Source: an optimization exercise on an open RTL-to-GDS flow (aim: small area, a short achievable clock period and few clock cycles per item). Production flows keep margins and buffers that such runs may drop. Function was checked by simulation only, so behaviour that the tests miss may differ from the original. No activity file was given, so power comes from the tool's default toggle rates.

==> design.v <==
module mdsb_qrom (input wire [7:0] a, output reg [15:0] qa, output reg [10:0] ds);
    always @(*) begin
        case (a[6:0])
            7'd0: qa = 16'd0;
            7'd1: qa = 16'd804;
            7'd2: qa = 16'd1608;
            7'd3: qa = 16'd2411;
            7'd4: qa = 16'd3212;
            7'd5: qa = 16'd4011;
            7'd6: qa = 16'd4808;
            7'd7: qa = 16'd5602;
            7'd8: qa = 16'd6393;
            7'd9: qa = 16'd7180;
            7'd10: qa = 16'd7962;
            7'd11: qa = 16'd8740;
            7'd12: qa = 16'd9512;
            7'd13: qa = 16'd10279;
            7'd14: qa = 16'd11039;
            7'd15: qa = 16'd11793;
            7'd16: qa = 16'd12540;
            7'd17: qa = 16'd13279;
            7'd18: qa = 16'd14010;
            7'd19: qa = 16'd14733;
            7'd20: qa = 16'd15447;
            7'd21: qa = 16'd16151;
            7'd22: qa = 16'd16846;
            7'd23: qa = 16'd17531;
            7'd24: qa = 16'd18205;
            7'd25: qa = 16'd18868;
            7'd26: qa = 16'd19520;
            7'd27: qa = 16'd20160;
            7'd28: qa = 16'd20788;
            7'd29: qa = 16'd21403;
            7'd30: qa = 16'd22006;
            7'd31: qa = 16'd22595;
            7'd32: qa = 16'd23170;
            7'd33: qa = 16'd23732;
            7'd34: qa = 16'd24279;
            7'd35: qa = 16'd24812;
            7'd36: qa = 16'd25330;
            7'd37: qa = 16'd25833;
            7'd38: qa = 16'd26320;
            7'd39: qa = 16'd26791;
            7'd40: qa = 16'd27246;
            7'd41: qa = 16'd27684;
            7'd42: qa = 16'd28106;
            7'd43: qa = 16'd28511;
            7'd44: qa = 16'd28899;
            7'd45: qa = 16'd29269;
            7'd46: qa = 16'd29622;
            7'd47: qa = 16'd29957;
            7'd48: qa = 16'd30274;
            7'd49: qa = 16'd30572;
            7'd50: qa = 16'd30853;
            7'd51: qa = 16'd31114;
            7'd52: qa = 16'd31357;
            7'd53: qa = 16'd31581;
            7'd54: qa = 16'd31786;
            7'd55: qa = 16'd31972;
            7'd56: qa = 16'd32138;
            7'd57: qa = 16'd32286;
            7'd58: qa = 16'd32413;
            7'd59: qa = 16'd32522;
            7'd60: qa = 16'd32610;
            7'd61: qa = 16'd32679;
            7'd62: qa = 16'd32729;
            7'd63: qa = 16'd32758;
            7'd64: qa = 16'd32768;
            7'd65: qa = 16'd32758;
            7'd66: qa = 16'd32729;
            7'd67: qa = 16'd32679;
            7'd68: qa = 16'd32610;
            7'd69: qa = 16'd32522;
            7'd70: qa = 16'd32413;
            7'd71: qa = 16'd32286;
            7'd72: qa = 16'd32138;
            7'd73: qa = 16'd31972;
            7'd74: qa = 16'd31786;
            7'd75: qa = 16'd31581;
            7'd76: qa = 16'd31357;
            7'd77: qa = 16'd31114;
            7'd78: qa = 16'd30853;
            7'd79: qa = 16'd30572;
            7'd80: qa = 16'd30274;
            7'd81: qa = 16'd29957;
            7'd82: qa = 16'd29622;
            7'd83: qa = 16'd29269;
            7'd84: qa = 16'd28899;
            7'd85: qa = 16'd28511;
            7'd86: qa = 16'd28106;
            7'd87: qa = 16'd27684;
            7'd88: qa = 16'd27246;
            7'd89: qa = 16'd26791;
            7'd90: qa = 16'd26320;
            7'd91: qa = 16'd25833;
            7'd92: qa = 16'd25330;
            7'd93: qa = 16'd24812;
            7'd94: qa = 16'd24279;
            7'd95: qa = 16'd23732;
            7'd96: qa = 16'd23170;
            7'd97: qa = 16'd22595;
            7'd98: qa = 16'd22006;
            7'd99: qa = 16'd21403;
            7'd100: qa = 16'd20788;
            7'd101: qa = 16'd20160;
            7'd102: qa = 16'd19520;
            7'd103: qa = 16'd18868;
            7'd104: qa = 16'd18205;
            7'd105: qa = 16'd17531;
            7'd106: qa = 16'd16846;
            7'd107: qa = 16'd16151;
            7'd108: qa = 16'd15447;
            7'd109: qa = 16'd14733;
            7'd110: qa = 16'd14010;
            7'd111: qa = 16'd13279;
            7'd112: qa = 16'd12540;
            7'd113: qa = 16'd11793;
            7'd114: qa = 16'd11039;
            7'd115: qa = 16'd10279;
            7'd116: qa = 16'd9512;
            7'd117: qa = 16'd8740;
            7'd118: qa = 16'd7962;
            7'd119: qa = 16'd7180;
            7'd120: qa = 16'd6393;
            7'd121: qa = 16'd5602;
            7'd122: qa = 16'd4808;
            7'd123: qa = 16'd4011;
            7'd124: qa = 16'd3212;
            7'd125: qa = 16'd2411;
            7'd126: qa = 16'd1608;
            7'd127: qa = 16'd804;
            default: qa = 16'd0;
        endcase
        case (a)
            8'd0: ds = 11'sd804;
            8'd1: ds = 11'sd804;
            8'd2: ds = 11'sd803;
            8'd3: ds = 11'sd801;
            8'd4: ds = 11'sd799;
            8'd5: ds = 11'sd797;
            8'd6: ds = 11'sd794;
            8'd7: ds = 11'sd791;
            8'd8: ds = 11'sd787;
            8'd9: ds = 11'sd782;
            8'd10: ds = 11'sd778;
            8'd11: ds = 11'sd772;
            8'd12: ds = 11'sd767;
            8'd13: ds = 11'sd760;
            8'd14: ds = 11'sd754;
            8'd15: ds = 11'sd747;
            8'd16: ds = 11'sd739;
            8'd17: ds = 11'sd731;
            8'd18: ds = 11'sd723;
            8'd19: ds = 11'sd714;
            8'd20: ds = 11'sd704;
            8'd21: ds = 11'sd695;
            8'd22: ds = 11'sd685;
            8'd23: ds = 11'sd674;
            8'd24: ds = 11'sd663;
            8'd25: ds = 11'sd652;
            8'd26: ds = 11'sd640;
            8'd27: ds = 11'sd628;
            8'd28: ds = 11'sd615;
            8'd29: ds = 11'sd603;
            8'd30: ds = 11'sd589;
            8'd31: ds = 11'sd575;
            8'd32: ds = 11'sd562;
            8'd33: ds = 11'sd547;
            8'd34: ds = 11'sd533;
            8'd35: ds = 11'sd518;
            8'd36: ds = 11'sd503;
            8'd37: ds = 11'sd487;
            8'd38: ds = 11'sd471;
            8'd39: ds = 11'sd455;
            8'd40: ds = 11'sd438;
            8'd41: ds = 11'sd422;
            8'd42: ds = 11'sd405;
            8'd43: ds = 11'sd388;
            8'd44: ds = 11'sd370;
            8'd45: ds = 11'sd353;
            8'd46: ds = 11'sd335;
            8'd47: ds = 11'sd317;
            8'd48: ds = 11'sd298;
            8'd49: ds = 11'sd281;
            8'd50: ds = 11'sd261;
            8'd51: ds = 11'sd243;
            8'd52: ds = 11'sd224;
            8'd53: ds = 11'sd205;
            8'd54: ds = 11'sd186;
            8'd55: ds = 11'sd166;
            8'd56: ds = 11'sd148;
            8'd57: ds = 11'sd127;
            8'd58: ds = 11'sd109;
            8'd59: ds = 11'sd88;
            8'd60: ds = 11'sd69;
            8'd61: ds = 11'sd50;
            8'd62: ds = 11'sd29;
            8'd63: ds = 11'sd10;
            8'd64: ds = -11'sd10;
            8'd65: ds = -11'sd29;
            8'd66: ds = -11'sd50;
            8'd67: ds = -11'sd69;
            8'd68: ds = -11'sd88;
            8'd69: ds = -11'sd109;
            8'd70: ds = -11'sd127;
            8'd71: ds = -11'sd148;
            8'd72: ds = -11'sd166;
            8'd73: ds = -11'sd186;
            8'd74: ds = -11'sd205;
            8'd75: ds = -11'sd224;
            8'd76: ds = -11'sd243;
            8'd77: ds = -11'sd261;
            8'd78: ds = -11'sd281;
            8'd79: ds = -11'sd298;
            8'd80: ds = -11'sd317;
            8'd81: ds = -11'sd335;
            8'd82: ds = -11'sd353;
            8'd83: ds = -11'sd370;
            8'd84: ds = -11'sd388;
            8'd85: ds = -11'sd405;
            8'd86: ds = -11'sd422;
            8'd87: ds = -11'sd438;
            8'd88: ds = -11'sd455;
            8'd89: ds = -11'sd471;
            8'd90: ds = -11'sd487;
            8'd91: ds = -11'sd503;
            8'd92: ds = -11'sd518;
            8'd93: ds = -11'sd533;
            8'd94: ds = -11'sd547;
            8'd95: ds = -11'sd562;
            8'd96: ds = -11'sd575;
            8'd97: ds = -11'sd589;
            8'd98: ds = -11'sd603;
            8'd99: ds = -11'sd615;
            8'd100: ds = -11'sd628;
            8'd101: ds = -11'sd640;
            8'd102: ds = -11'sd652;
            8'd103: ds = -11'sd663;
            8'd104: ds = -11'sd674;
            8'd105: ds = -11'sd685;
            8'd106: ds = -11'sd695;
            8'd107: ds = -11'sd704;
            8'd108: ds = -11'sd714;
            8'd109: ds = -11'sd723;
            8'd110: ds = -11'sd731;
            8'd111: ds = -11'sd739;
            8'd112: ds = -11'sd747;
            8'd113: ds = -11'sd754;
            8'd114: ds = -11'sd760;
            8'd115: ds = -11'sd767;
            8'd116: ds = -11'sd772;
            8'd117: ds = -11'sd778;
            8'd118: ds = -11'sd782;
            8'd119: ds = -11'sd787;
            8'd120: ds = -11'sd791;
            8'd121: ds = -11'sd794;
            8'd122: ds = -11'sd797;
            8'd123: ds = -11'sd799;
            8'd124: ds = -11'sd801;
            8'd125: ds = -11'sd803;
            8'd126: ds = -11'sd804;
            8'd127: ds = -11'sd804;
            8'd128: ds = -11'sd804;
            8'd129: ds = -11'sd804;
            8'd130: ds = -11'sd803;
            8'd131: ds = -11'sd801;
            8'd132: ds = -11'sd799;
            8'd133: ds = -11'sd797;
            8'd134: ds = -11'sd794;
            8'd135: ds = -11'sd791;
            8'd136: ds = -11'sd787;
            8'd137: ds = -11'sd782;
            8'd138: ds = -11'sd778;
            8'd139: ds = -11'sd772;
            8'd140: ds = -11'sd767;
            8'd141: ds = -11'sd760;
            8'd142: ds = -11'sd754;
            8'd143: ds = -11'sd747;
            8'd144: ds = -11'sd739;
            8'd145: ds = -11'sd731;
            8'd146: ds = -11'sd723;
            8'd147: ds = -11'sd714;
            8'd148: ds = -11'sd704;
            8'd149: ds = -11'sd695;
            8'd150: ds = -11'sd685;
            8'd151: ds = -11'sd674;
            8'd152: ds = -11'sd663;
            8'd153: ds = -11'sd652;
            8'd154: ds = -11'sd640;
            8'd155: ds = -11'sd628;
            8'd156: ds = -11'sd615;
            8'd157: ds = -11'sd603;
            8'd158: ds = -11'sd589;
            8'd159: ds = -11'sd575;
            8'd160: ds = -11'sd562;
            8'd161: ds = -11'sd547;
            8'd162: ds = -11'sd533;
            8'd163: ds = -11'sd518;
            8'd164: ds = -11'sd503;
            8'd165: ds = -11'sd487;
            8'd166: ds = -11'sd471;
            8'd167: ds = -11'sd455;
            8'd168: ds = -11'sd438;
            8'd169: ds = -11'sd422;
            8'd170: ds = -11'sd405;
            8'd171: ds = -11'sd388;
            8'd172: ds = -11'sd370;
            8'd173: ds = -11'sd353;
            8'd174: ds = -11'sd335;
            8'd175: ds = -11'sd317;
            8'd176: ds = -11'sd298;
            8'd177: ds = -11'sd281;
            8'd178: ds = -11'sd261;
            8'd179: ds = -11'sd243;
            8'd180: ds = -11'sd224;
            8'd181: ds = -11'sd205;
            8'd182: ds = -11'sd186;
            8'd183: ds = -11'sd166;
            8'd184: ds = -11'sd148;
            8'd185: ds = -11'sd127;
            8'd186: ds = -11'sd109;
            8'd187: ds = -11'sd88;
            8'd188: ds = -11'sd69;
            8'd189: ds = -11'sd50;
            8'd190: ds = -11'sd29;
            8'd191: ds = -11'sd10;
            8'd192: ds = 11'sd10;
            8'd193: ds = 11'sd29;
            8'd194: ds = 11'sd50;
            8'd195: ds = 11'sd69;
            8'd196: ds = 11'sd88;
            8'd197: ds = 11'sd109;
            8'd198: ds = 11'sd127;
            8'd199: ds = 11'sd148;
            8'd200: ds = 11'sd166;
            8'd201: ds = 11'sd186;
            8'd202: ds = 11'sd205;
            8'd203: ds = 11'sd224;
            8'd204: ds = 11'sd243;
            8'd205: ds = 11'sd261;
            8'd206: ds = 11'sd281;
            8'd207: ds = 11'sd298;
            8'd208: ds = 11'sd317;
            8'd209: ds = 11'sd335;
            8'd210: ds = 11'sd353;
            8'd211: ds = 11'sd370;
            8'd212: ds = 11'sd388;
            8'd213: ds = 11'sd405;
            8'd214: ds = 11'sd422;
            8'd215: ds = 11'sd438;
            8'd216: ds = 11'sd455;
            8'd217: ds = 11'sd471;
            8'd218: ds = 11'sd487;
            8'd219: ds = 11'sd503;
            8'd220: ds = 11'sd518;
            8'd221: ds = 11'sd533;
            8'd222: ds = 11'sd547;
            8'd223: ds = 11'sd562;
            8'd224: ds = 11'sd575;
            8'd225: ds = 11'sd589;
            8'd226: ds = 11'sd603;
            8'd227: ds = 11'sd615;
            8'd228: ds = 11'sd628;
            8'd229: ds = 11'sd640;
            8'd230: ds = 11'sd652;
            8'd231: ds = 11'sd663;
            8'd232: ds = 11'sd674;
            8'd233: ds = 11'sd685;
            8'd234: ds = 11'sd695;
            8'd235: ds = 11'sd704;
            8'd236: ds = 11'sd714;
            8'd237: ds = 11'sd723;
            8'd238: ds = 11'sd731;
            8'd239: ds = 11'sd739;
            8'd240: ds = 11'sd747;
            8'd241: ds = 11'sd754;
            8'd242: ds = 11'sd760;
            8'd243: ds = 11'sd767;
            8'd244: ds = 11'sd772;
            8'd245: ds = 11'sd778;
            8'd246: ds = 11'sd782;
            8'd247: ds = 11'sd787;
            8'd248: ds = 11'sd791;
            8'd249: ds = 11'sd794;
            8'd250: ds = 11'sd797;
            8'd251: ds = 11'sd799;
            8'd252: ds = 11'sd801;
            8'd253: ds = 11'sd803;
            8'd254: ds = 11'sd804;
            8'd255: ds = 11'sd804;
            default: ds = 11'sd0;
        endcase
    end
endmodule
module mdsb (
    input  wire        clk,
    input  wire        rst,
    input  wire        cmd_valid,
    output wire        cmd_ready,
    input  wire [63:0] cmd,
    output reg         rsp_valid,
    output wire [63:0] rsp
);
    localparam [31:0] ONE = 32'h8000_0000;
    localparam [1:0] ENV_IDLE = 2'd0, ENV_ATTACK = 2'd1, ENV_RELEASE = 2'd2;
    localparam [1:0] MP_STATUS = 2'd0, MP_DATA1 = 2'd1, MP_DATA2 = 2'd2;
    localparam [2:0] DS_IDLE = 3'd0, DS_MUL = 3'd1, DS_XF = 3'd2, DS_DL = 3'd3,
                     DS_PRE  = 3'd4, DS_DIV = 3'd5, DS_FIN = 3'd6;
    reg [1:0]  env_phase;
    reg [31:0] env_out;
    reg [31:0] env_arate;
    reg        arate_set;
    reg [31:0] env_rrate;
    reg        rrate_set;
    reg [31:0] osc_phase;
    reg [23:0] osc_sr;
    reg        sr_set;
    reg [31:0] osc_freq;
    reg        freq_set;
    reg [31:0] osc_delta;
    wire       delta_set = sr_set & freq_set;
    reg [31:0] rb_mem [0:15];
    reg [3:0]  rb_head;
    reg [3:0]  rb_tail;
    reg [4:0]  rb_size;
    reg [1:0]  mp_state;
    reg [7:0]  mp_status;
    reg [6:0]  mp_data1;
    reg [15:0] mq_mem [0:7];
    reg [2:0]  mq_head;
    reg [2:0]  mq_tail;
    reg [3:0]  mq_size;
    reg [7:0]  c_op;         
    reg        c_legal;      
    reg        c_snz;        
    reg [47:0] c_opnd;       
    reg        cv;
    reg        rdy;
    reg        c_div, c_envd, c_oscd, c_step;
    assign cmd_ready = rdy;
    wire [7:0] iop    = cmd[63:56];
    wire       i_div  = (iop == 8'h12) | (iop == 8'h13) | (iop == 8'h21) | (iop == 8'h22);
    wire       i_envd = (iop == 8'h10) | (iop == 8'h15) | (iop == 8'h16);
    wire       i_oscd = (iop == 8'h20) | (iop == 8'h24);
    wire       i_step = (iop == 8'h20);
    wire [47:0] iopnd = cmd[47:0];
    wire        iz0 = (iopnd[7:0]   == 8'd0);
    wire        iz1 = (iopnd[15:8]  == 8'd0);
    wire        iz2 = (iopnd[23:16] == 8'd0);
    wire        iz3 = (iopnd[31:24] == 8'd0);
    wire        iz4 = (iopnd[47:32] == 16'd0);
    reg         i_legal;
    always @(*) begin
        case (iop)
            8'h00, 8'h01, 8'h10, 8'h11, 8'h14, 8'h15, 8'h16,
            8'h20, 8'h23, 8'h24, 8'h31, 8'h33, 8'h34,
            8'h41, 8'h42, 8'h43:       i_legal = iz0 & iz1 & iz2 & iz3 & iz4;
            8'h12, 8'h13:              i_legal = 1'b1;
            8'h21:                     i_legal = iz3 & iz4;
            8'h22, 8'h30:              i_legal = iz4;
            8'h32:                     i_legal = iz2 & iz3 & iz4;
            8'h40:                     i_legal = iz1 & iz2 & iz3 & iz4;
            default:                   i_legal = 1'b0;
        endcase
        if (cmd[55:48] != 8'd0)
            i_legal = 1'b0;
    end
    wire        i_snz = ~(iz0 & iz1 & iz2);
    reg  [2:0] ds;
    reg        dk_osc;       
    reg        dk_rr;        
    wire       busy     = (ds != DS_IDLE);
    wire       pend_env = busy & ~dk_osc;
    wire       pend_osc = busy & dk_osc;
    reg        ych1, ych2;
    wire       y_ok = ~ych1 & ~ych2;
    wire stall = (c_div & busy) | (c_envd & pend_env) | (c_oscd & pend_osc) | (c_step & ~y_ok);
    wire exec  = cv & ~stall;
    wire [7:0]  op    = c_op;
    wire        legal = c_legal;
    wire [47:0] opnd  = c_opnd;
    wire [23:0] op_s  = opnd[23:0];
    wire [31:0] op_w  = opnd[31:0];
    wire [7:0]  op_b  = opnd[7:0];
    wire ex   = exec & legal;
    wire s_nz = c_snz;
    wire x_sysrst  = ex & (op == 8'h01);
    wire x_oscstep = ex & (op == 8'h20) & delta_set;
    wire x_rate    = ex & ((op == 8'h12) | (op == 8'h13)) & s_nz;
    wire x_delta   = ex & (((op == 8'h21) & s_nz & freq_set) | ((op == 8'h22) & sr_set));
    wire        env_att = (env_phase == ENV_ATTACK);
    wire [32:0] env_sum = {1'b0, env_out} + {1'b0, env_att ? env_arate : ~env_rrate} + {32'd0, ~env_att};
    wire        env_up_hit = env_sum[32] | env_sum[31];
    wire        env_dn_hit = ~env_sum[32] | (env_sum[31:0] == 32'd0);    
    reg [1:0]  env_phase_nx;
    reg [31:0] env_out_nx;
    always @(*) begin
        env_phase_nx = env_phase;
        env_out_nx   = env_out;
        case (env_phase)
            ENV_ATTACK: begin
                if (env_up_hit) begin
                    env_out_nx   = ONE;
                    env_phase_nx = ENV_RELEASE;
                end else begin
                    env_out_nx = env_sum[31:0];
                end
            end
            ENV_RELEASE: begin
                if (env_dn_hit) begin
                    env_out_nx   = 32'd0;
                    env_phase_nx = ENV_IDLE;
                end else begin
                    env_out_nx = env_sum[31:0];
                end
            end
            default: ;
        endcase
    end
    wire env_step_unset = (env_phase == ENV_ATTACK  && !arate_set) ||
                          (env_phase == ENV_RELEASE && !rrate_set);
    wire [31:0] osc_phase_sum = osc_phase + osc_delta;
    wire [31:0] osc_phase_d   = x_oscstep ? osc_phase_sum :
                                x_sysrst  ? 32'd0 : osc_phase;
    wire [15:0]        rom_qa;
    wire signed [10:0] rom_ds;
    mdsb_qrom u_rom (.a(osc_phase[31:24]), .qa(rom_qa), .ds(rom_ds));
    wire        y_n1 = osc_phase[31];
    reg signed [22:0] yb_hi;    
    reg signed [10:0] yb_lo;    
    reg [16:0] y_r;
    wire signed [23:0] yb_phi = rom_ds * $signed({1'b0, osc_phase[23:12]});
    wire signed [23:0] yb_plo = rom_ds * $signed({1'b0, osc_phase[11:0]});
    wire [28:0] yc_t = {({1'b0, rom_qa} ^ {17{y_n1}}), 12'd0} + {16'd0, y_n1, 12'd0} +
                       {{6{yb_hi[22]}}, yb_hi} + {{18{yb_lo[10]}}, yb_lo};
    always @(posedge clk) begin
        yb_hi <= yb_phi[22:0];
        yb_lo <= yb_plo[22:12];
        y_r   <= yc_t[28:12];
    end
    wire ych1_d = rst | x_oscstep | x_sysrst;
    always @(posedge clk) begin
        ych1 <= ych1_d;
        ych2 <= rst | ych1;
    end
    reg [40:0] R;
    reg [40:0] Dv;
    reg [31:0] Q;
    reg [4:0]  cnt;
    reg        ovf, sat, lead;
    wire dmul = (ds == DS_MUL);
    wire [42:0] st1_b   = dmul ? (Q[31] ? {2'b00, Dv} : 43'd0) : ~{2'b00, Dv};
    wire [42:0] st1_sum = {1'b0, R, dmul ? 1'b0 : Q[31]} + st1_b + {42'd0, ~dmul};
    wire        st1_q   = ~st1_sum[42] & ~ovf;
    wire [40:0] st1_r   = (dmul | st1_q) ? st1_sum[40:0] : {R[39:0], Q[31]};
    wire        st1_ov  = ovf | (dmul & (st1_sum[42] | st1_sum[41]));
    wire        fhi_lt_s = ({8'd0, osc_freq[31:16]} < osc_sr);
    wire        skip8    = lead & (Q[31:24] == 8'd0) & (cnt[4:3] != 2'd0);
    wire [31:0] rate_q1  = Q + {31'd0, (R != 41'd0)};
    always @(posedge clk) begin
        if (rst) begin
            ds <= DS_IDLE;
        end else begin
            case (ds)
                DS_IDLE: begin
                    if (x_rate) begin
                        ds     <= DS_MUL;
                        dk_osc <= 1'b0;
                        dk_rr  <= op[0];
                        R      <= 41'd0;
                        Dv     <= {17'd0, op_s};
                        Q      <= {opnd[47:24], 8'd0};
                        cnt    <= 5'd24;
                        ovf    <= 1'b0;
                        lead   <= 1'b1;
                    end else if (x_delta) begin
                        ds     <= DS_DL;
                        dk_osc <= 1'b1;
                    end
                end
                DS_MUL: begin
                    if (skip8) begin
                        Q   <= {Q[23:0], 8'd0};
                        cnt <= cnt - 5'd8;
                        if (cnt == 5'd8) ds <= DS_XF;
                    end else begin
                        R    <= st1_r;
                        ovf  <= st1_ov;
                        Q    <= {Q[30:0], 1'b0};
                        lead <= lead & ~Q[31];
                        cnt  <= cnt - 5'd1;
                        if (cnt == 5'd1) ds <= DS_XF;
                    end
                end
                DS_XF: begin
                    Dv  <= R;
                    R   <= 41'd500;
                    Q   <= 32'd0;
                    sat <= ~ovf & (R <= 41'd1000);
                    cnt <= 5'd0;
                    ds  <= DS_DIV;
                end
                DS_DL: begin
                    Dv  <= {17'd0, osc_sr};
                    ovf <= 1'b0;
                    if (fhi_lt_s) begin
                        R   <= {25'd0, osc_freq[31:16]};
                        Q   <= {osc_freq[15:0], 16'd0};
                        cnt <= 5'd0;
                        ds  <= DS_DIV;
                    end else begin
                        R   <= 41'd0;
                        Q   <= {osc_freq[31:16], 16'd0};
                        cnt <= 5'd16;
                        ds  <= DS_PRE;
                    end
                end
                DS_PRE: begin
                    R   <= st1_r;
                    cnt <= cnt - 5'd1;
                    if (cnt == 5'd1) begin
                        Q   <= {osc_freq[15:0], 16'd0};
                        cnt <= 5'd0;
                        ds  <= DS_DIV;
                    end else begin
                        Q   <= {Q[30:0], st1_q};
                    end
                end
                DS_DIV: begin
                    R   <= st1_r;
                    Q   <= {Q[30:0], st1_q};
                    cnt <= cnt - 5'd1;
                    if (cnt == 5'd1) ds <= DS_FIN;
                end
                default: begin  
                    ds <= DS_IDLE;
                end
            endcase
            if (x_sysrst)
                ds <= DS_IDLE;
        end
    end
    wire fin = (ds == DS_FIN);
    wire [31:0] rate_val = sat ? ONE : rate_q1;
    wire busy_n     = x_rate | x_delta | (busy & ~fin & ~x_sysrst);
    wire dk_osc_n   = (x_rate | x_delta) ? x_delta : dk_osc;
    wire y_ok_n     = ~ych1_d & ~ych1;
    wire cv_n       = rdy ? cmd_valid : cv;
    wire cdiv_n     = rdy ? i_div  : c_div;
    wire cenvd_n    = rdy ? i_envd : c_envd;
    wire coscd_n    = rdy ? i_oscd : c_oscd;
    wire cstep_n    = rdy ? i_step : c_step;
    wire stall_n    = (cdiv_n & busy_n) | (cenvd_n & busy_n & ~dk_osc_n) |
                      (coscd_n & busy_n & dk_osc_n) | (cstep_n & ~y_ok_n);
    always @(posedge clk) begin
        if (rst) begin
            cv  <= 1'b0;
            rdy <= 1'b1;
        end else begin
            cv  <= cv_n;
            rdy <= ~(cv_n & stall_n);
        end
        if (rdy) begin
            c_op    <= iop;
            c_legal <= i_legal;
            c_snz   <= i_snz;
            c_opnd  <= iopnd;
            c_div  <= i_div;
            c_envd <= i_envd;
            c_oscd <= i_oscd;
            c_step <= i_step;
        end
    end
    wire [3:0] b_hi      = op_b[7:4];
    wire       b_recog   = (b_hi == 4'h8) || (b_hi == 4'h9) || (b_hi == 4'hA) ||
                           (b_hi == 4'hB) || (b_hi == 4'hE);
    wire [1:0] note_kind = (mp_status[7:4] == 4'h9) ? 2'd0 :
                           (mp_status[7:4] == 4'h8) ? 2'd1 : 2'd2;
    wire [15:0] note     = {note_kind, mp_data1, op_b[6:0]};
    wire [3:0]  rb_rd_slot = rb_head + opnd[3:0];
    wire [31:0] rb_rd      = rb_mem[rb_rd_slot];
    wire [15:0] mq_rd      = mq_mem[mq_head];
    reg        r_err;
    reg [1:0]  r_code;
    reg        r_vld;
    reg [33:0] r_data;
    assign rsp = {r_err, 1'b0, r_code, r_vld, 25'd0, r_data};
    reg        n_err;
    reg [1:0]  n_code;
    reg        n_vld;
    reg [33:0] n_data;
    always @(*) begin
        n_err  = 1'b0;
        n_code = 2'd0;
        n_vld  = 1'b0;
        n_data = 34'd0;
        if (!legal) begin
            n_err  = 1'b1;
            n_code = 2'd1;
        end else begin
            case (op)
                8'h10: begin
                    if (env_step_unset) begin
                        n_err = 1'b1; n_code = 2'd3;
                    end else begin
                        n_vld = 1'b1; n_data = {env_phase_nx, env_out_nx};
                    end
                end
                8'h12, 8'h13, 8'h21: begin
                    if (!s_nz) begin
                        n_err = 1'b1; n_code = 2'd2;
                    end
                end
                8'h14: begin n_vld = 1'b1; n_data = {env_phase, env_out}; end
                8'h15: begin
                    if (arate_set) begin n_vld = 1'b1; n_data = {2'b00, env_arate}; end
                    else begin n_err = 1'b1; n_code = 2'd3; end
                end
                8'h16: begin
                    if (rrate_set) begin n_vld = 1'b1; n_data = {2'b00, env_rrate}; end
                    else begin n_err = 1'b1; n_code = 2'd3; end
                end
                8'h20: begin
                    if (delta_set) begin n_vld = 1'b1; n_data = {2'b00, {15{y_r[16]}}, y_r}; end
                    else begin n_err = 1'b1; n_code = 2'd3; end
                end
                8'h23: begin n_vld = 1'b1; n_data = {2'b00, osc_phase}; end
                8'h24: begin
                    if (delta_set) begin n_vld = 1'b1; n_data = {2'b00, osc_delta}; end
                    else begin n_err = 1'b1; n_code = 2'd3; end
                end
                8'h31: begin
                    if (rb_size != 5'd0) begin n_vld = 1'b1; n_data = {2'b00, rb_rd}; end
                end
                8'h32: begin n_vld = 1'b1; n_data = {2'b00, rb_rd}; end
                8'h34: begin n_vld = 1'b1; n_data = {29'd0, rb_size}; end
                8'h41: begin n_vld = 1'b1; n_data = {33'd0, (mq_size != 4'd0)}; end
                8'h42: begin
                    if (mq_size != 4'd0) begin n_vld = 1'b1; n_data = {18'd0, mq_rd}; end
                end
                8'h43: begin
                    n_vld  = 1'b1;
                    n_data = {6'd0, mq_size, 1'b0, mp_data1, mp_status, 6'd0, mp_state};
                end
                default: ;
            endcase
        end
    end
    always @(posedge clk) begin
        if (rst)
            rsp_valid <= 1'b0;
        else
            rsp_valid <= exec;
        r_err  <= n_err;
        r_code <= n_code;
        r_vld  <= n_vld;
        r_data <= n_data;
    end
    always @(posedge clk) begin
        if (rst) begin
            env_phase <= ENV_IDLE;
            env_out   <= 32'd0;
            arate_set <= 1'b0;
            rrate_set <= 1'b0;
            osc_phase <= 32'd0;
            sr_set    <= 1'b0;
            freq_set  <= 1'b0;
            rb_head   <= 4'd0;
            rb_tail   <= 4'd0;
            rb_size   <= 5'd0;
            mp_state  <= MP_STATUS;
            mp_status <= 8'h00;
            mp_data1  <= 7'd0;
            mq_head   <= 3'd0;
            mq_tail   <= 3'd0;
            mq_size   <= 4'd0;
        end else begin
            osc_phase <= osc_phase_d;
            if (fin) begin
                if (dk_osc) begin
                    osc_delta <= Q;
                end else if (dk_rr) begin
                    env_rrate <= rate_val;
                    rrate_set <= 1'b1;
                end else begin
                    env_arate <= rate_val;
                    arate_set <= 1'b1;
                end
            end
            if (ex) begin
                case (op)
                    8'h01: begin
                        env_phase <= ENV_IDLE;
                        env_out   <= 32'd0;
                        arate_set <= 1'b0;
                        rrate_set <= 1'b0;
                        sr_set    <= 1'b0;
                        freq_set  <= 1'b0;
                        rb_head   <= 4'd0;
                        rb_tail   <= 4'd0;
                        rb_size   <= 5'd0;
                        mp_state  <= MP_STATUS;
                        mp_status <= 8'h00;
                        mp_data1  <= 7'd0;
                        mq_head   <= 3'd0;
                        mq_tail   <= 3'd0;
                        mq_size   <= 4'd0;
                    end
                    8'h10: begin
                        if (!env_step_unset) begin
                            env_phase <= env_phase_nx;
                            env_out   <= env_out_nx;
                        end
                    end
                    8'h11: env_phase <= ENV_ATTACK;
                    8'h21: begin
                        if (s_nz) begin
                            osc_sr <= op_s;
                            sr_set <= 1'b1;
                        end
                    end
                    8'h22: begin
                        osc_freq <= op_w;
                        freq_set <= 1'b1;
                    end
                    8'h30: begin
                        rb_mem[rb_tail] <= op_w;
                        rb_tail <= rb_tail + 4'd1;
                        if (rb_size == 5'd16)
                            rb_head <= rb_head + 4'd1;
                        else
                            rb_size <= rb_size + 5'd1;
                    end
                    8'h31: begin
                        if (rb_size != 5'd0) begin
                            rb_head <= rb_head + 4'd1;
                            rb_size <= rb_size - 5'd1;
                        end
                    end
                    8'h33: begin
                        rb_head <= 4'd0;
                        rb_tail <= 4'd0;
                        rb_size <= 5'd0;
                    end
                    8'h40: begin
                        if (op_b[7]) begin
                            mp_data1 <= 7'd0;
                            if (b_recog) begin
                                mp_status <= op_b;
                                mp_state  <= MP_DATA1;
                            end else begin
                                mp_status <= 8'h00;
                                mp_state  <= MP_STATUS;
                            end
                        end else begin
                            case (mp_state)
                                MP_DATA1: begin
                                    mp_data1 <= op_b[6:0];
                                    mp_state <= MP_DATA2;
                                end
                                MP_DATA2: begin
                                    if (mq_size != 4'd8) begin
                                        mq_mem[mq_tail] <= note;
                                        mq_tail <= mq_tail + 3'd1;
                                        mq_size <= mq_size + 4'd1;
                                    end
                                    mp_data1 <= 7'd0;
                                    mp_state <= MP_DATA1;
                                end
                                default: ;
                            endcase
                        end
                    end
                    8'h42: begin
                        if (mq_size != 4'd0) begin
                            mq_head <= mq_head + 3'd1;
                            mq_size <= mq_size - 4'd1;
                        end
                    end
                    default: ;
                endcase
            end
        end
    end
endmodule
==> flow/run.sh <==
#!/bin/bash
set -euo pipefail
bash standard.sh SETUP_SLACK_MARGIN=10 finish > flow_make.log 2>&1
==> standard.sh <==
#!/bin/bash
# synth_recipe.tcl (not shown) runs the flow's synth.tcl, then flattens the netlist and writes it again
# the make line also repeats each setting of config.mk as NAME=value (left out here)
make -C /OpenROAD-flow-scripts/flow DESIGN_CONFIG=/design/flow/config.mk WORK_HOME=/design/flow/orfs CLKGATE_MAP_FILE= SYNTH_SCRIPT=/design/flow/synth_recipe.tcl "${@:-finish}"
==> config.mk <==
export PLATFORM = sky130hd
export DESIGN_NAME = mdsb
export DESIGN_NICKNAME = mdsb
export VERILOG_FILES = /design/flow/design.v
export SDC_FILE = /design/flow/constraint.sdc
export NUM_CORES = 4
export LEC_CHECK = 0
export CAP_MARGIN = 20
export CORE_MARGIN = 2
export CORE_UTILIZATION = 40
export SLEW_MARGIN = 20
export SYNTH_MEMORY_MAX_BITS = 16384
==> constraint.sdc <==
create_clock -name core_clock -period 15.0 [get_ports {clk}]
set_input_delay 3.0000 -clock core_clock [delete_from_list [all_inputs] [get_ports {clk}]]
set_output_delay 3.0000 -clock core_clock [all_outputs]
set_load 0.01 [all_outputs]
==> flow_metrics.env, run 1 <==
export IMPL_status="complete, no violations"
export IMPL_hold_class="reg2reg"
export IMPL_path_clk_slew_ns=0.06
export IMPL_seq_area_frac_synth_pct=48.7
export IMPL_insertion_delay_ns=0.81
export IMPL_start_util_pct=40.3
export IMPL_viasPerCell=6.09
export IMPL_clockBufferDepth=3
export IMPL_skew_ns=0.0520
export IMPL_synth_seq_cells=1215
export IMPL_crit_slowest_cell="or4_4"
export IMPL_hold_viol=0
export IMPL_ctsHoldBuffers=0
export IMPL_first_pass_iters=9
export IMPL_dieArea_sq_um=178000
export IMPL_path_class="reg2reg"
export IMPL_ios=133
export IMPL_cts_made_buffers=137
export IMPL_layout_drive_gt1_share_pct=17.6
export IMPL_nNetsFinal=7062
export IMPL_vias=54000
export IMPL_die_h_microns=422
export IMPL_grt_overflow_total=0
export IMPL_finalCriticalPeriod_ns=5.38
export IMPL_ant_nets=0
export IMPL_arrival_ns=6.03
export IMPL_cts_sinks=1215
export IMPL_syn_inst=6196
export IMPL_setup_tns_ns=0
export IMPL_rsz0062_at_grt="yes"
export IMPL_cts_tree="yes"
export IMPL_hold_slack_ns=0.463
export IMPL_cts_max_level=4
export IMPL_report_final_slew_viol_count=0
export IMPL_finalWorstSetupSlack_ns=9.62
export IMPL_synth_edf_count=974
export IMPL_peakVddDrop_v=0.000128
export IMPL_yosys_most_used_dff="edfxtp_1"
export IMPL_slowest_delay_ns=0.57
export IMPL_antenna_found_initial=18
export IMPL_setup_viol=0
export IMPL_die_x_microns=422
export IMPL_drtIter0Drc=5946
export IMPL_tightest_slew_ns=1.08
export IMPL_nFillCells=15731
export IMPL_wl_per_cell_microns=28.1
export IMPL_core_sq_um=174000
export IMPL_required_ns=15.65
export IMPL_io_buffer_count=106
export IMPL_ys_types=103
export IMPL_yosysWarnings=2
export IMPL_p_leak_nw=31.1
export IMPL_start_kind="flop"
export IMPL_wl_mm=249
export IMPL_grt_pass1_vias=52178
export IMPL_p_per_area_nw_per_um2=108
export IMPL_globalplace_congestion=0.948
export IMPL_syn_area_per_cell_sq_um=11.3
export IMPL_syn_area_sq_um=70000
export IMPL_grt_max_degree=95
export IMPL_num_rows=153
export IMPL_route_detailed_drc=0
export IMPL_cp_cell_sequence="inv_2, ha_4, buf_12, nand2_4, o21ai_4, fa_2, fa_2, a211oi_4, o21ai_2, a31oi_4, buf_6, o31ai_4, xnor2_2, nand2_1, or4_4, or4_4, nor4b_4, a41oi_4, buf_6, o211ai_4, buf_4, clkbuf_16, o21ai_1"
export IMPL_finalCritPeriodShare_pct=35.9
export IMPL_max_slew_margin_pct=28.0
export IMPL_cp_top_family="simple AND/OR/NAND/NOR gates"
export IMPL_ys_async_sr_fraction_pct=0
export IMPL_dp_hpwl_mm=161
export IMPL_crit_fanout=8
export IMPL_fmax_mhz=186
export IMPL_drv_cap=0
export IMPL_cts_root_buffer_cell="clkbuf_16"
export IMPL_grt_pass1_wl_mm=357
export IMPL_track_usage_pct=27.0
export IMPL_areaGrowthSynthToFinish_pct=19.1
export IMPL_endpoint_kind="flop"
export IMPL_worst_path_buf_inv=6
export IMPL_post_place_ws_ns=7.44
placed cells by master, fill, tap and decap left out, types with 148 or more instances in the layout:
master | netlist | final
and2_1 | 166 | 164
fa_1 | 202 | 193
buf_4 | 29 | 239
inv_1 | 389 | 367
edfxtp_1 | 974 | 974
dfxtp_1 | 241 | 223
a21oi_1 | 463 | 427
mux4_2 | 160 | 160
clkbuf_16 | 0 | 148
ha_1 | 360 | 334
nor2_1 | 386 | 346
o21ai_0 | 285 | 243
nand2_1 | 527 | 494
registers in the layout, indices dropped and copies added, names as in the netlist, 34 cells and up, named ones only:
register,flops
rb_mem,512
Dv,41
c_opnd,48
mq_mem,128
R,41
r_data,34
where the power goes:
part	internal [mW]	total (mW)	switching [mW]	leakage (nW)
clock network	1.85	3.33	1.48	2.15
registers	3.82	4.01	0.184	10.8
logic	0.658	1.65	0.992	18.1
kinds of logic after synthesis:
family                     synth area share [%]
and+or+nand+nor                            11.4
AOI/OAI and AO/OA                          14.4
DFF                                        48.7
buffers and inverters                      4.47
adders and majority gates                  12.2
muxes                                      6.43
xor gates and xnor gates                   2.40
other                                   0.00536
what timing repair did:
item,CTS,global route
hold endpoints to repair,0,0
pin swaps,77,139
gates resized for setup,288,251
setup endpoints to repair,160,152
buffers inserted,95,81
cloned,19,12
worst paths after layout:
path,startpoint,endpoint,slack (ns),cells past startpoint
setup / recovery,env_phase[1],env_out[26],9.62,23
hold / removal,ych1,ych2,0.46,1
setup reg to reg,env_phase[1],env_out[26],9.62,23
hold reg to reg,ych1,ych2,0.46,1
layer usage:
metal  wire length (microns)  global-route usage (%)  part of all wire, %  vias up
li1                        -                       -                    -    23544
met5                      57                       0                0.023        -
met2                  114000                    43.0                   46     2725
met1                   97700                    35.2                   39    27059
met3                   22200                    5.10                  8.9      664
met4                   15000                    14.0                  6.0        8
cell type report:
type	instances	area (sq um)	area share (%)
Clock buffer	170	3590	4.31
Sequential cell	1215	34100	40.9
Tap cell	2325	2910	3.49
Multi-Input combinational cell	4231	35400	42.4
Timing Repair Buffer	453	5010	6.00
Inverter	395	1570	1.88
Clock inverter	82	818	0.981
Antenna cell	3	7.51	0.00900
metrics by stage:
| stage | std cells | util [%] | area [sq um] | power, mW |
|---|---|---|---|---|
| 3_5_place_dp | 8409 | 42.8 | 74300 | 5.53 |
| 6_report | 8874 | 48.0 | 83400 | 8.99 |
| 3_3_place_gp | 8409 | 42.8 | 74300 | 5.51 |
| 5_1_grt | 8872 | 48.0 | 83400 | 9.30 |
| 4_1_cts | 8775 | 46.8 | 81400 | 8.92 |
| 2_1_floorplan | 6221 | - | 71000 | 5.07 |
synthesized netlist by cell type (129+ instances only):
cell      instances  share of area [%]
a21oi_1         463                3.3
clkbuf_1        274                1.5
dfxtp_1         241                6.9
inv_1           389                2.1
ha_1            360                6.4
o21ai_0         285                2.0
fa_1            202                5.8
nand3_1         129               0.92
and2_1          166                1.5
nand2_1         527                2.8
nor2_1          386                2.1
edfxtp_1        974                 42
xnor2_1         129                1.6
mux4_2          160                5.1
Testbench counts, summed over its fixed seeds: cycles 35,121, items 25,460.
==> run 2, diff against run 1 <==
--- a/design.v
+++ b/design.v
@@ -558,6 +558,9 @@
     wire        skip8    = lead & (Q[31:24] == 8'd0) & (cnt[4:3] != 2'd0);
     wire [31:0] rate_q1  = Q + {31'd0, (R != 41'd0)};
     always @(posedge clk) begin
+        R   <= st1_r;
+        Q   <= {Q[30:0], st1_q};
+        cnt <= cnt - 5'd1;
         if (rst) begin
             ds <= DS_IDLE;
         end else begin
--- a/config.mk
+++ b/config.mk
@@ -7,6 +7,6 @@
 export LEC_CHECK = 0
 export CAP_MARGIN = 20
 export CORE_MARGIN = 2
-export CORE_UTILIZATION = 40
+export CORE_UTILIZATION = 55
 export SLEW_MARGIN = 20
 export SYNTH_MEMORY_MAX_BITS = 16384
==> run 2 against run 1 <==
- still clean on timing, DRC and antenna
- register-to-register slack got worse by 0.03 ns
- global-route usage rose by 9.9 points
- core utilization grew 19 points
- combinational power increased by 4%
- worst setup slack worse by 0.12 ns
- via count increased by 0.79%
- cell count shrank 6.9%
- sequential cell count is the same
- largest power group unchanged
==> flow_metrics.env, run 2 <==
export IMPL_io_buffer_count=106
export IMPL_power_frac_seq_pct=43.1
export IMPL_dieArea_sq_um=128000
export IMPL_report_final_slew_viol_count=0
export IMPL_cts_tree="yes"
export IMPL_viasPerCell=6.58
export IMPL_fmax_mhz=182
export IMPL_fin_area_sq_um=83100
export IMPL_hold_class="reg2reg"
export IMPL_synth_common_cells="edfxtp_1 (899), nand2_1 (648), o21ai_0 (369), inv_1 (366), ha_1 (361)"
export IMPL_hold_viol=0
export IMPL_layout_common_cells="edfxtp_1 (899), nand2_1 (617), inv_1 (350), ha_1 (326), o21ai_0 (316)"
export IMPL_path_clk_slew_ns=0.06
export IMPL_post_route_util_pct=67.0
export IMPL_synth_most_common_cell="edfxtp_1"
export IMPL_drtIter0Drc=7061
export IMPL_insertion_delay_ns=0.81
export IMPL_synth_edf_count=899
export IMPL_finalCritPeriodShare_pct=36.7
export IMPL_grt_max_degree=65
export IMPL_cts_made_buffers=135
export IMPL_finalWorstSetupSlack_ns=9.50
export IMPL_first_pass_iters=12
export IMPL_clockBufferDepth=3
export IMPL_post_place_ws_ns=6.98
export IMPL_status="complete, no violations"
export IMPL_synth_seq_cells=1215
export IMPL_grt_pass1_vias=51821
export IMPL_antenna_found_initial=17
export IMPL_grt_overflow_total=0
export IMPL_slowest_delay_ns=0.29
export IMPL_dp_cells=7688
export IMPL_max_slew_margin_pct=22.1
export IMPL_die_h_microns=358
export IMPL_finalCriticalPeriod_ns=5.50
export IMPL_ys_types=103
export IMPL_num_rows=129
export IMPL_path_common_cell="buf_6"
export IMPL_pwr_share_clk_pct=38.4
export IMPL_start_util_pct=55.5
export IMPL_track_usage_pct=36.9
export IMPL_peakVddDrop_v=0.000119
export IMPL_skew_ns=0.0474
export IMPL_ant_nets=0
export IMPL_layout_drive_gt1_share_pct=19.9
export IMPL_syn_area_per_cell_sq_um=11.2
export IMPL_finalPower_mw=9.34
export IMPL_switchingPower_mw=2.71
export IMPL_crit_fanout=7
export IMPL_endpoint_kind="flop"
export IMPL_globalplace_congestion=1.01
export IMPL_cts_max_level=4
export IMPL_hold_slack_ns=0.468
export IMPL_synth_top_cell_area_share_pct=39.2
export IMPL_yosysWarnings=2
export IMPL_internal_power_mw=6.63
export IMPL_areaGrowthSynthToFinish_pct=20.7
export IMPL_wl_mm=241
export IMPL_wl_per_cell_microns=29.2
export IMPL_instances_no_fill=8265
export IMPL_placed_cell_area_sq_um=71800
export IMPL_grt_pass1_wl_mm=345
export IMPL_start_kind="primary input"
export IMPL_tightest_slew_ns=1.16
export IMPL_seq_area_frac_synth_pct=48.4
export IMPL_top_regs="rb_mem x512, mq_mem x128, c_opnd x48"
export IMPL_required_ns=15.71
export IMPL_route_detailed_drc=0
export IMPL_die_x_microns=358
export IMPL_rsz0062_at_grt="yes"
export IMPL_yosys_most_used_dff="edfxtp_1"
export IMPL_path_class="in2reg"
export IMPL_setup_viol=0
export IMPL_largest_reg_flops=512
export IMPL_cts_root_buffer_cell="clkbuf_16"
export IMPL_drv_cap=0
export IMPL_nNetsFinal=7142
export IMPL_setup_tns_ns=0
export IMPL_p_leak_nw=31.8
export IMPL_crit_slowest_cell="o211ai_1"
export IMPL_top_register="rb_mem"
export IMPL_pwr_share_comb_pct=18.5
export IMPL_syn_area_sq_um=68800
export IMPL_arrival_ns=6.21
export IMPL_vias=54425
export IMPL_worst_path_buf_inv=12
export IMPL_ios=133
export IMPL_cts_sinks=1215
export IMPL_ys_async_sr_fraction_pct=0
export IMPL_final_common_cell="edfxtp_1"
export IMPL_netlist_top_cells_area="edfxtp_1 (39%), dfxtp_1 (9.2%), ha_1 (6.6%)"
export IMPL_cp_top_family="buffers and inverters"
export IMPL_yosys_area_top_type="edfxtp_1"
export IMPL_dp_hpwl_mm=153
export IMPL_syn_inst=6171
export IMPL_core_sq_um=124000
export IMPL_p_per_area_nw_per_um2=112
export IMPL_cp_cell_sequence="buf_12, clkinv_8, nand4_1, buf_6, a211o_1, nand3_4, buf_6, buf_6, clkinvlp_4, buf_6, buf_8, ha_4, buf_4, buf_6, inv_4, nand3_4, buf_4, o211ai_1, a21oi_2, o21a_1, a221oi_2"
export IMPL_swShare_pct=29.0
run 2: area by class of cell:
class                      count  area, sq um
sequential                  1215        33400
clock buffer                 174         3690
inverter                     375         1480
tap                         1637         2050
antenna                        2         5.00
fill                        9263        40900
multi-input combinational   4236        35400
timing repair buffer         546         5810
clock inverter                77         1190
timing repair inverter         3         26.3
run 2: worst paths after layout:
path,start,endpoint,slack (ns),cells after the start
hold / removal,ych1,ych2,0.47,1
hold reg to reg,ych1,ych2,0.47,1
setup reg to reg,rom_ds[4],yb_hi[21],9.59,22
setup / recovery,rst,rom_qa[9],9.50,21
run 2: repair_timing:
action / in CTS / in global routing
endpoints found under the setup margin: 737 / 149
pin swaps: 119 / 153
gates cloned: 27 / 11
hold buffers: 0 / 0
buffers inserted: 158 / 127
gates resized for setup: 434 / 326
run 2: routing by layer:
layer	track usage [%]	share of wire, %	up-vias
met5	0	0.057	-
met3	8.96	11	831
li1	-	-	23494
met4	18.3	6.3	20
met1	48.7	38	26727
met2	57.3	45	3353
run 2: logic make-up after synthesis:
group / synth area share [%]
other: 0.00545
buffers and inverters: 4.37
muxes: 6.51
DFF: 48.4
and+or+nand+nor: 11.9
adders and majority gates: 12.4
xor gates and xnor gates: 2.35
AOI/OAI and AO/OA: 14.0
run 2: power by group through the flow:
| stage | registers (mW) | logic, mW | clock network (mW) |
|---|---|---|---|
| floorplan | 3.97 | 1.20 | 0 |
| global placement | 4.10 | 1.51 | 0 |
| detailed placement | 4.10 | 1.53 | 0 |
| CTS | 4.02 | 1.64 | 3.62 |
| global route | 4.04 | 1.89 | 3.75 |
| finish | 4.02 | 1.72 | 3.59 |
run 2: worst register-to-register path, delay by kind of cell, from the launching register on:
kind | cells | cell delay (ns)
compound gates | 6 | 0.93
xor+xnor | 1 | 0.11
fa+ha+maj | 6 | 2.82
buf+inv | 6 | 0.46
flops | 1 | 0.40
simple gates | 3 | 0.56
Testbench counts of run 2, summed over its fixed seeds: cycles 35,121, items 25,460.

==> re-timing with driven ports <==
How much do the figures lean on ideal ports? The routed layouts below were timed once more, with nothing changed but the port constraints.
Step 1 sets driving cells, clkbuf_16 on the clock port and buf_2 on the other inputs (assumed; they add their load-dependent delay and slew).
Step 2, shift: input delay + t, output delay - t, t = (earliest + latest rising clock arrival at the registers) / 2. This alone moves slack from input paths to output paths.
Slacks: no drivers / after step 1 / after step 2; pairs: no drivers / after step 1.
run | t (ns) | setup WS [ns] | clock arrival spread, ns
run 1 | 0.866 | 9.616 / 9.616 / 8.876 | 0.052 / 0.052
run 2 | 0.864 | 9.500 / 9.531 / 8.667 | 0.048 / 0.048
After both steps every run listed still meets setup and hold. For run 2, which loses most, drivers alone change the setup slack by +0.031 ns; drivers and shift together by -0.833 ns.
